Context: an optimization exercise on an open-source flow, tuned for small area, a short achievable clock period and few clock cycles per item. The choices shown serve that exercise and are no tape-out recipe. In this exercise RTL edits were held to simulation tests only and were not proved equivalent to the original. Power figures rest on the tool's default switching activity, not on a simulated workload.

## flow/design.v

```verilog
module fp64_add #(
    parameter HALF = 0,
    parameter [4:0] CUTS = 5'b00000
) (
    input  wire        clk,
    input  wire        en,
    input  wire [63:0] a,
    input  wire [63:0] b,
    output wire [63:0] p,
    output wire [63:0] m
);
    wire [10:0] ea = a[62:52];
    wire [10:0] eb = b[62:52];
    wire        ean = |ea;
    wire        ebn = |eb;
    wire [10:0] ea1 = {ea[10:1], ea[0] | ~ean};
    wire [10:0] eb1 = {eb[10:1], eb[0] | ~ebn};
    wire [52:0] ma  = {ean, a[51:0]};
    wire [52:0] mb  = {ebn, b[51:0]};
    wire        swap0 = b[62:0] > a[62:0];
    wire [11:0] dab = {1'b0, ea1} - {1'b0, eb1};
    wire [10:0] dba = eb1 - ea1;
    wire        eswap = dab[11];
    wire [10:0] dd  = eswap ? dba : dab[10:0];
    wire [5:0]  d0  = dd[5:0] | {6{|dd[10:6]}};
    wire [52:0] mx0 = swap0 ? mb : ma;
    wire [10:0] ex0 = eswap ? eb1 : ea1;
    wire        sa0 = a[63];
    wire        sb0 = b[63];
    wire [52:0] mx1, my1;
    wire [10:0] ex1;
    wire [5:0]  d1;
    wire        sa1, sb1, swap1;
    wire        fix1;
    wire [52:0] ma1;
    generate if (CUTS[0]) begin : c0
        reg [52:0] mx_q, my_q;
        reg [10:0] ex_q;
        reg [5:0]  d_q;
        reg        sa_q, sb_q, swap_q;
        always @(posedge clk) if (en) begin
            mx_q <= mx0; my_q <= swap0 ? ma : mb; ex_q <= ex0; d_q <= d0;
            sa_q <= sa0; sb_q <= sb0; swap_q <= swap0;
        end
        assign {mx1, my1, ex1, d1, sa1, sb1, swap1} =
               {mx_q, my_q, ex_q, d_q, sa_q, sb_q, swap_q};
        assign fix1 = 1'b0;
        assign ma1  = 53'd0;
    end else begin : n0
        assign {mx1, ex1, d1, sa1, sb1, swap1} = {mx0, ex0, d0, sa0, sb0, swap0};
        assign my1  = eswap ? ma : mb;
        assign fix1 = swap0 & ~eswap;
        assign ma1  = ma;
    end endgenerate
    wire [55:0] fy   = {my1, 3'b000};
    wire [55:0] ysh  = fy >> d1;
    wire [55:0] ymsk = ~({56{1'b1}} << d1);
    wire        stk  = |(fy & ymsk);
    wire [55:0] sigy1 = fix1 ? {ma1, 3'b000} : {ysh[55:1], ysh[0] | stk};
    wire [52:0] mx2;
    wire [55:0] sigy2;
    wire [10:0] ex2;
    wire        sa2, sb2, swap2;
    generate if (CUTS[1]) begin : c1
        reg [52:0] mx_q;
        reg [55:0] sigy_q;
        reg [10:0] ex_q;
        reg        sa_q, sb_q, swap_q;
        always @(posedge clk) if (en) begin
            mx_q <= mx1; sigy_q <= sigy1; ex_q <= ex1;
            sa_q <= sa1; sb_q <= sb1; swap_q <= swap1;
        end
        assign {mx2, sigy2, ex2, sa2, sb2, swap2} =
               {mx_q, sigy_q, ex_q, sa_q, sb_q, swap_q};
    end else begin : n1
        assign {mx2, sigy2, ex2, sa2, sb2, swap2} =
               {mx1, sigy1, ex1, sa1, sb1, swap1};
    end endgenerate
    wire [55:0] sigx2 = {mx2, 3'b000};
    wire [56:0] sum2  = {1'b0, sigx2} + {1'b0, sigy2};
    wire [55:0] dif2  = sigx2 - sigy2;
    wire [56:0] sum3;
    wire [55:0] dif3;
    wire [10:0] ex3;
    wire        sa3, sb3, swap3;
    generate if (CUTS[2]) begin : c2
        reg [56:0] sum_q;
        reg [55:0] dif_q;
        reg [10:0] ex_q;
        reg        sa_q, sb_q, swap_q;
        always @(posedge clk) if (en) begin
            sum_q <= sum2; dif_q <= dif2; ex_q <= ex2;
            sa_q <= sa2; sb_q <= sb2; swap_q <= swap2;
        end
        assign {sum3, dif3, ex3, sa3, sb3, swap3} =
               {sum_q, dif_q, ex_q, sa_q, sb_q, swap_q};
    end else begin : n2
        assign {sum3, dif3, ex3, sa3, sb3, swap3} =
               {sum2, dif2, ex2, sa2, sb2, swap2};
    end endgenerate
    wire        rsh  = sum3[56] | (HALF != 0 && ex3 == 11'd1);
    wire [55:0] nadd3 = rsh ? {sum3[56:2], sum3[1] | sum3[0]} : sum3[55:0];
    wire [10:0] eadd3 = (HALF != 0) ? ex3 - 11'd1 + {10'd0, sum3[56]}
                                    : ex3 + {10'd0, sum3[56]};
    wire        wrap3 = (HALF != 0) && (ex3 == 11'd2047) && sum3[56];
    wire [56:0] fd = (HALF != 0) ? {1'b0, dif3} : {dif3, 1'b0};
    wire [56:0] sent = (ex3 <= 11'd57) ? (57'd1 << (7'd57 - ex3[6:0])) : 57'd0;
    wire [5:0]  lz;
    lzc64 u_lzc (.x({fd | sent, 7'b1000000}), .n(lz));
    wire [56:0] dsh;
    nshl57 u_shl (.x(fd), .s(lz), .y(dsh));
    wire [55:0] nsub3 = dsh[56:1];
    wire [10:0] esub3 = ex3 - {5'd0, lz};
    wire        zsub3 = ~|dif3;
    wire [55:0] nadd4, nsub4;
    wire [10:0] eadd4, esub4;
    wire        wrap4, zsub4, sa4, sb4, swap4;
    generate if (CUTS[3]) begin : c3
        reg [55:0] nadd_q, nsub_q;
        reg [10:0] eadd_q, esub_q;
        reg        wrap_q, zsub_q, sa_q, sb_q, swap_q;
        always @(posedge clk) if (en) begin
            nadd_q <= nadd3; nsub_q <= nsub3; eadd_q <= eadd3; esub_q <= esub3;
            wrap_q <= wrap3; zsub_q <= zsub3; sa_q <= sa3; sb_q <= sb3; swap_q <= swap3;
        end
        assign {nadd4, nsub4, eadd4, esub4, wrap4, zsub4, sa4, sb4, swap4} =
               {nadd_q, nsub_q, eadd_q, esub_q, wrap_q, zsub_q, sa_q, sb_q, swap_q};
    end else begin : n3
        assign {nadd4, nsub4, eadd4, esub4, wrap4, zsub4, sa4, sb4, swap4} =
               {nadd3, nsub3, eadd3, esub3, wrap3, zsub3, sa3, sb3, swap3};
    end endgenerate
    wire        radd = nadd4[2] & (nadd4[1] | nadd4[0] | nadd4[3]);
    wire        rsub = nsub4[2] & (nsub4[1] | nsub4[0] | nsub4[3]);
    wire        w_c1 = nadd4[3] & radd;
    wire        w_up = (nadd4[3] ^ radd) & (nadd4[4] ^ w_c1);
    wire [62:0] fadd = wrap4 ? {12'd0, nadd4[54:4]}
                             : {nadd4[55] ? eadd4 : 11'd0, nadd4[54:3]};
    wire [62:0] madd0 = fadd + {62'd0, wrap4 ? (w_c1 | w_up) : radd};
    wire [62:0] msub0 = {nsub4[55] ? esub4 : 11'd0, nsub4[54:3]} + {62'd0, rsub};
    wire [62:0] madd = (HALF != 0 && madd0[62:52] == 11'h7ff) ? 63'd0 : madd0;
    wire [62:0] msub = (HALF != 0 && msub0[62:52] == 11'h7ff) ? 63'd0 : msub0;
    wire [63:0] radd4 = {sa4, madd};
    wire [63:0] rsub4 = {~zsub4 & (sa4 ^ swap4), msub};
    wire        same4 = ~(sa4 ^ sb4);
    wire [63:0] p4 = same4 ? radd4 : rsub4;
    wire [63:0] m4 = same4 ? rsub4 : radd4;
    generate if (CUTS[4]) begin : c4
        reg [63:0] p_q, m_q;
        always @(posedge clk) if (en) begin
            p_q <= p4; m_q <= m4;
        end
        assign p = p_q;
        assign m = m_q;
    end else begin : n4
        assign p = p4;
        assign m = m4;
    end endgenerate
endmodule
module lzc64 (
    input  wire [63:0] x,
    output wire [5:0]  n
);
    wire [63:0] z0 = ~x;
    wire [31:0] z1;  wire [31:0] c1;
    wire [15:0] z2;  wire [31:0] c2;
    wire [7:0]  z3;  wire [23:0] c3;
    wire [3:0]  z4;  wire [15:0] c4;
    wire [1:0]  z5;  wire [9:0]  c5;
    genvar g;
    generate
        for (g = 0; g < 32; g = g + 1) begin : l1
            assign z1[g] = z0[2*g+1] & z0[2*g];
            assign c1[g] = z0[2*g+1];
        end
        for (g = 0; g < 16; g = g + 1) begin : l2
            assign z2[g] = z1[2*g+1] & z1[2*g];
            assign c2[2*g+1 -: 2] = z1[2*g+1] ? {1'b1, c1[2*g]} : {1'b0, c1[2*g+1]};
        end
        for (g = 0; g < 8; g = g + 1) begin : l3
            assign z3[g] = z2[2*g+1] & z2[2*g];
            assign c3[3*g+2 -: 3] = z2[2*g+1] ? {1'b1, c2[4*g+1 -: 2]} : {1'b0, c2[4*g+3 -: 2]};
        end
        for (g = 0; g < 4; g = g + 1) begin : l4
            assign z4[g] = z3[2*g+1] & z3[2*g];
            assign c4[4*g+3 -: 4] = z3[2*g+1] ? {1'b1, c3[6*g+2 -: 3]} : {1'b0, c3[6*g+5 -: 3]};
        end
        for (g = 0; g < 2; g = g + 1) begin : l5
            assign z5[g] = z4[2*g+1] & z4[2*g];
            assign c5[5*g+4 -: 5] = z4[2*g+1] ? {1'b1, c4[8*g+3 -: 4]} : {1'b0, c4[8*g+7 -: 4]};
        end
    endgenerate
    assign n = z5[1] ? {1'b1, c5[4:0]} : {1'b0, c5[9:5]};
endmodule
module nshl57 (
    input  wire [56:0] x,
    input  wire [5:0]  s,
    output wire [56:0] y
);
    wire [56:0] t5 = s[5] ? {x[24:0], 32'd0}  : x;
    wire [56:0] t4 = s[4] ? {t5[40:0], 16'd0} : t5;
    wire [56:0] t3 = s[3] ? {t4[48:0], 8'd0}  : t4;
    wire [56:0] t2 = s[2] ? {t3[52:0], 4'd0}  : t3;
    wire [56:0] t1 = s[1] ? {t2[54:0], 2'd0}  : t2;
    assign y = s[0] ? {t1[55:0], 1'b0} : t1;
endmodule
module wm_haar (
    input  wire        clk,
    input  wire        rst,         
    input  wire        in_valid,
    output wire        in_ready,
    input  wire [63:0] in_x0,
    input  wire [63:0] in_x1,
    input  wire [63:0] in_x2,
    input  wire [63:0] in_x3,
    output wire        out_valid,
    input  wire        out_ready,
    output wire [63:0] out_y0,
    output wire [63:0] out_y1,
    output wire [63:0] out_y2,
    output wire [63:0] out_y3
);
    localparam [4:0] CUTS1 = 5'b11111;
    localparam [4:0] CUTS2 = 5'b01111;
    localparam integer LAT = 1 + (CUTS1[0] + CUTS1[1] + CUTS1[2] + CUTS1[3] + CUTS1[4])
                               + (CUTS2[0] + CUTS2[1] + CUTS2[2] + CUTS2[3] + CUTS2[4]);
    reg         s_valid;    
    reg         o_valid;
    wire        adv = ~s_valid;
    reg  [63:0] x0, x1, x2, x3;
    always @(posedge clk)
        if (adv) begin
            x0 <= in_x0; x1 <= in_x1; x2 <= in_x2; x3 <= in_x3;
        end
    reg  [LAT-1:0] v;
    always @(posedge clk)
        if (rst) v <= {LAT{1'b0}};
        else if (adv) v <= {v[LAT-2:0], in_valid};
    wire [63:0] s01, d01, s23, d23;
    fp64_add #(.HALF(0), .CUTS(CUTS1)) u_a01 (.clk(clk), .en(adv), .a(x0), .b(x1), .p(s01), .m(d01));
    fp64_add #(.HALF(0), .CUTS(CUTS1)) u_a23 (.clk(clk), .en(adv), .a(x2), .b(x3), .p(s23), .m(d23));
    wire [63:0] y0, y1, y2, y3;
    fp64_add #(.HALF(1), .CUTS(CUTS2)) u_b0 (.clk(clk), .en(adv), .a(s01), .b(s23), .p(y0), .m(y1));
    fp64_add #(.HALF(1), .CUTS(CUTS2)) u_b1 (.clk(clk), .en(adv), .a(d01), .b(d23), .p(y2), .m(y3));
    wire        inc_v  = v[LAT-1];
    wire        o_free = ~o_valid | out_ready;
    reg  [255:0] o_q, s_q;
    always @(posedge clk) begin
        if (o_free) o_q <= s_valid ? s_q : {y0, y1, y2, y3};
        if (~s_valid) s_q <= {y0, y1, y2, y3};
    end
    always @(posedge clk)
        if (rst) begin
            o_valid <= 1'b0;
            s_valid <= 1'b0;
        end else begin
            if (o_free) o_valid <= s_valid | inc_v;
            s_valid <= s_valid ? ~o_free : (inc_v & ~o_free);
        end
    assign in_ready  = ~s_valid;
    assign out_valid = o_valid;
    assign {out_y0, out_y1, out_y2, out_y3} = o_q;
endmodule
```

## flow/flow/run.sh

```bash
#!/bin/bash
# Own layout flow: the standard synthesis unchanged, then the standard
# ORFS layout steps with a larger setup slack margin for repair_timing, so
# that the resizer works towards the period the pipeline can reach rather
# than the design's much longer clock period. The SDC is not changed.
set -uo pipefail
M=$(cat flow/margin.txt)
sed -e "s/SETUP_SLACK_MARGIN=[-0-9.]*/SETUP_SLACK_MARGIN=$M/" standard.sh > standard_margin.sh
grep -q "SETUP_SLACK_MARGIN=$M" standard_margin.sh || { echo "margin not set" >&2; exit 1; }
bash standard.sh synth > synth.log 2>&1 || exit 1
bash standard_margin.sh > layout.log 2>&1 || exit 1
```

## flow/flow/margin.txt

```
16.5
```

## flow/standard.sh

```bash
#!/bin/bash
# synth_recipe.tcl (not shown) runs the flow's synth.tcl, then flattens the netlist and writes it again
# the make line also repeats each setting of config.mk as NAME=value (left out here)
make -C /OpenROAD-flow-scripts/flow DESIGN_CONFIG=/design/flow/config.mk WORK_HOME=/design/flow/orfs CLKGATE_MAP_FILE= SYNTH_SCRIPT=/design/flow/synth_recipe.tcl "${@:-finish}"
```

## flow/config.mk

```make
export PLATFORM = sky130hd
export DESIGN_NAME = wm_haar
export DESIGN_NICKNAME = wm_haar
export VERILOG_FILES = /design/flow/design.v
export SDC_FILE = /design/flow/constraint.sdc
export NUM_CORES = 8
export LEC_CHECK = 0
export ABC_CLOCK_PERIOD_IN_PS = 5000
export CAP_MARGIN = 20
export CORE_MARGIN = 2
export CORE_UTILIZATION = 55
export SETUP_SLACK_MARGIN = 0.5
export SLEW_MARGIN = 20
```

## flow/constraint.sdc

```tcl
create_clock -name core_clock -period 22.0 [get_ports {clk}]
set_input_delay 4.4000 -clock core_clock [delete_from_list [all_inputs] [get_ports {clk}]]
set_output_delay 4.4000 -clock core_clock [all_outputs]
set_load 0.01 [all_outputs]
```

==> summary.txt <==
-- metrics by stage --
step | power, µW | instance area (µm²)
6_report | 27290 | 208100
5_1_grt | 28600 | 208100
4_1_cts | 26940 | 206600
3_5_place_dp | 21170 | 194900
3_3_place_gp | 21100 | 194900
2_1_floorplan | 17070 | 186400
-- cells in the mapped netlist (190+ instances only) --
cell type	n	area, µm²
nand4_1	191	1195
a21o_1	241	1809
xor2_1	401	3512
a21oi_1	1159	5801
o21ai_0	812	4064
nand3_1	416	2082
nor2_1	1465	5499
nor3_1	262	1311
clkbuf_1	698	2620
inv_1	878	3296
nand2_1	1597	5995
edfxtp_1	2822	84740
and3_1	190	1189
xnor2_1	648	5675
mux2i_1	890	8909
mux2_2	825	9290
ha_1	774	9684
dfxtp_1	268	5365
-- cell type report --
class	instances	area [µm²]
Timing Repair inverter	3	37.54
Sequential cell	3090	90110
Antenna cell	23	57.56
Timing Repair Buffer	902	7617
Tap cell	4515	5649
Clock buffer	406	8835
Inverter	904	3470
Clock inverter	205	2216
Multi-Input combinational cell	12600	90150
Fill cell	27770	128700
-- sequential cells by signal, indices dropped and copies added (netlist names), 64 cells and up --
signal,flops
x2,64
o_q,256
u_a23.c4.m_q,64
x1,64
u_a01.c4.m_q,64
x0,64
u_a23.c4.p_q,64
s_q,256
x3,64
u_a01.c4.p_q,64
-- cell families (layout without fill, tap and decap cells) --
logic type	count (synthesis)	count (layout)	synth area share
XOR/XNOR	1052	1053	0.04956
AND/OR/NAND/NOR	5014	5020	0.1260
buffers and inverters	1877	2420	0.04032
flip-flops	3090	3090	0.4835
adder cells (fa/ha/maj)	793	793	0.05384
other	0	23	0
multiplexers	1837	1837	0.1122
AO/OA/AOI/OAI	3892	3893	0.1346
-- power groups by stage --
stage / registers, µW / clock network (µW) / logic, µW
after global placement: 11200 / 0 / 9940
after floorplan: 10100 / 0 / 6980
after CTS: 11000 / 5780 / 10100
final: 11100 / 5690 / 10500
after detailed placement: 11200 / 0 / 9980
after global routing: 11300 / 6000 / 11300
-- routing by layer --
layer | vias to the layer above | global-route usage | share of wire | routed length, µm
li1 | 65420 | - | - | -
met1 | 66330 | 0.4118 | 0.41 | 230100
met2 | 5455 | 0.5227 | 0.47 | 265200
met3 | 1381 | 0.04530 | 0.064 | 36450
met4 | 10 | 0.1722 | 0.063 | 35850
met5 | - | 0 | 0.00011 | 65
-- how the worst max path moves through the flow --
| stage | end | slack (ns) | cells past startpoint |
|---|---|---|---|
| floorplan | in_ready | 10.90 | 4 |
| global placement | u_b1.c3.esub_q[9]$_DFFE_PN_ | 14.49 | 21 |
| detailed placement | u_b0.c3.esub_q[9]$_DFFE_PN_ | 14.50 | 22 |
| CTS | out_y2[1] | 15.86 | 1 |
| global route | out_y2[1] | 15.91 | 1 |
| finish | in_ready | 15.96 | 2 |
-- timing repair --
item	CTS	global route
cloned	16	13
buffers inserted	88	77
setup endpoints to repair	1531	989
pin swaps	34	51
resized for setup	1230	137
hold buffers	0	0
==> impl_metrics.tcl <==
set metrics [dict create \
    status "complete, no violations" \
    fin_crit_ns 6.040 \
    dp.cells 21820 \
    power_frac_clock 0.208 \
    grt_pass1_wl_um 831600 \
    cts_made_buffers 332 \
    utilization 0.6179 \
    r2r_start "u_b1.c2.ex_q[1]$_DFFE_PN_" \
    final_common_cell "edfxtp_1" \
    critPathKind "reg -> out" \
    leakage_uw 0.08024 \
    setup_violations 0 \
    p_sw_uw 10680 \
    endpoint_kind "output port" \
    synth_edf_count 2822 \
    fin_tns_setup_ns 0 \
    skew_ns 0.04868 \
    wl_per_cell_um 25.07 \
    holdWs_ns 0.4022 \
    io_pins 518 \
    die_x_um 586.1 \
    hp-start "u_a23.c1.ex_q[8]$_DFFE_PN_" \
    p_sw_frac 0.3915 \
    rsz0062_at_grt "true" \
    grt_pass1_vias 130200 \
    crit_family "flip-flops" \
    rows 213 \
    fin_cells 22640 \
    path_buf_inv 2 \
    most-common-layout-cells "edfxtp_1 (2822), nand2_1 (1591), nor2_1 (1448)" \
    synthArstFlopShare 0 \
    clk_pin_slew_ns 0.06 \
    grt_usage 0.3197 \
    p_int_uw 16600 \
    drc 0 \
    synth_flop_cell "edfxtp_1" \
    clk_latency_ns 0.99 \
    slew_viol_final 0 \
    fp.dieH_um 586.1 \
    syn_inst 17560 \
    cts.path.max_buffers 4 \
    grt_overflow 0 \
    num-nets-final 18880 \
    p_seq_frac 0.407 \
    drive_gt1_frac 0.1358 \
    ys_ff_latch 3090 \
    setup_ws_ns 15.96 \
    ys_types 129 \
    holdPathStages 0 \
    antenna_found_initial 18 \
    num_vias 138600 \
    dr.pass1.iters 9 \
    crit_path_start "s_valid$_SDFF_PP0_" \
    r2r_cells 24 \
    slew_headroom 0.1847 \
    max-vdd-ir-drop_uv 79.72 \
    hold_class "reg -> reg" \
    ant_nets 0 \
    place_ws_ns 14.50 \
    tightest_slew_ns 1.189 \
    slowest_delay_ns 0.43 \
    r2r-end "u_b1.c3.esub_q[9]$_DFFE_PN_" \
    min_to "u_a23.c2.ex_q[8]$_DFFE_PN_" \
    vias_per_cell 6.121 \
    final_hold_viol_count 0 \
    required_ns 17.60 \
    drv_cap 0 \
    yosys_warnings 3 \
    start_kind "register" \
    path_cells "clkinv_16, buf_16" \
    seq_area_frac_synth 0.4835 \
    hpwl_um 429100 \
    io_buffers 517 \
    syn_avg_cell_area_um2 10.62 \
    cts_max_level 5 \
    fin_crit_sh 0.2745 \
    cts_tree "built" \
    crit_path_max_fanout 2 \
    max_freq_mhz 165.6 \
    cts_sinks 3090 \
    area_delta_synth_final_pct 11.69 \
    cpMaxStageDelayCell "dfxtp_4" \
    worstPathArrival_ns 1.64 \
    grt_max_degree 166 \
    r2r_setup_slack_ns 16.59 \
    powerDensity_nw_per_um2 131.1 \
    wl_um 567700 \
    combPwrFrac 0.384 \
    start_util 0.5532 \
    root_buffer "clkbuf_16" \
    dieArea_um2 343500 \
    place.gp.congestion 1.046 \
    drtIter0Drc 13490 \
    syn_area_um2 186400 \
    synth_nets 18610 \
    coreArea_um2 336900 \
]
Testbench counts, summed over its fixed seeds: cycles 32,088, items 32,000.

==> separate check: timing with driven ports <==
Ports are ideal in the flow. The routed layout listed here was re-timed in OpenROAD. Step 1 (the two cells are an assumption about what drives the block):
set clk [get_ports {clk}]
set_driving_cell -lib_cell sky130_fd_sc_hd__clkbuf_16 $clk
set_driving_cell -lib_cell sky130_fd_sc_hd__buf_2 [delete_from_list [all_inputs] $clk]
Step 2 times the ports against the registers' clock, not the clock port: input delays grow and output delays shrink by t, the midpoint of the rising clock arrivals with the driver on. Slacks: ideal / step 1 / step 2; pairs: ideal / step 1.
t, ns: 1.081
setup slack, ns: 15.960 / 15.842 / 15.655
worst hold slack (ns): 0.402 / 0.402 / 0.402
latest minus earliest clock arrival (ns): 0.049 / 0.049
After both steps this run still meets setup and hold. The setup slack of this run moves by -0.118 ns with the drivers and by -0.305 ns with both steps.
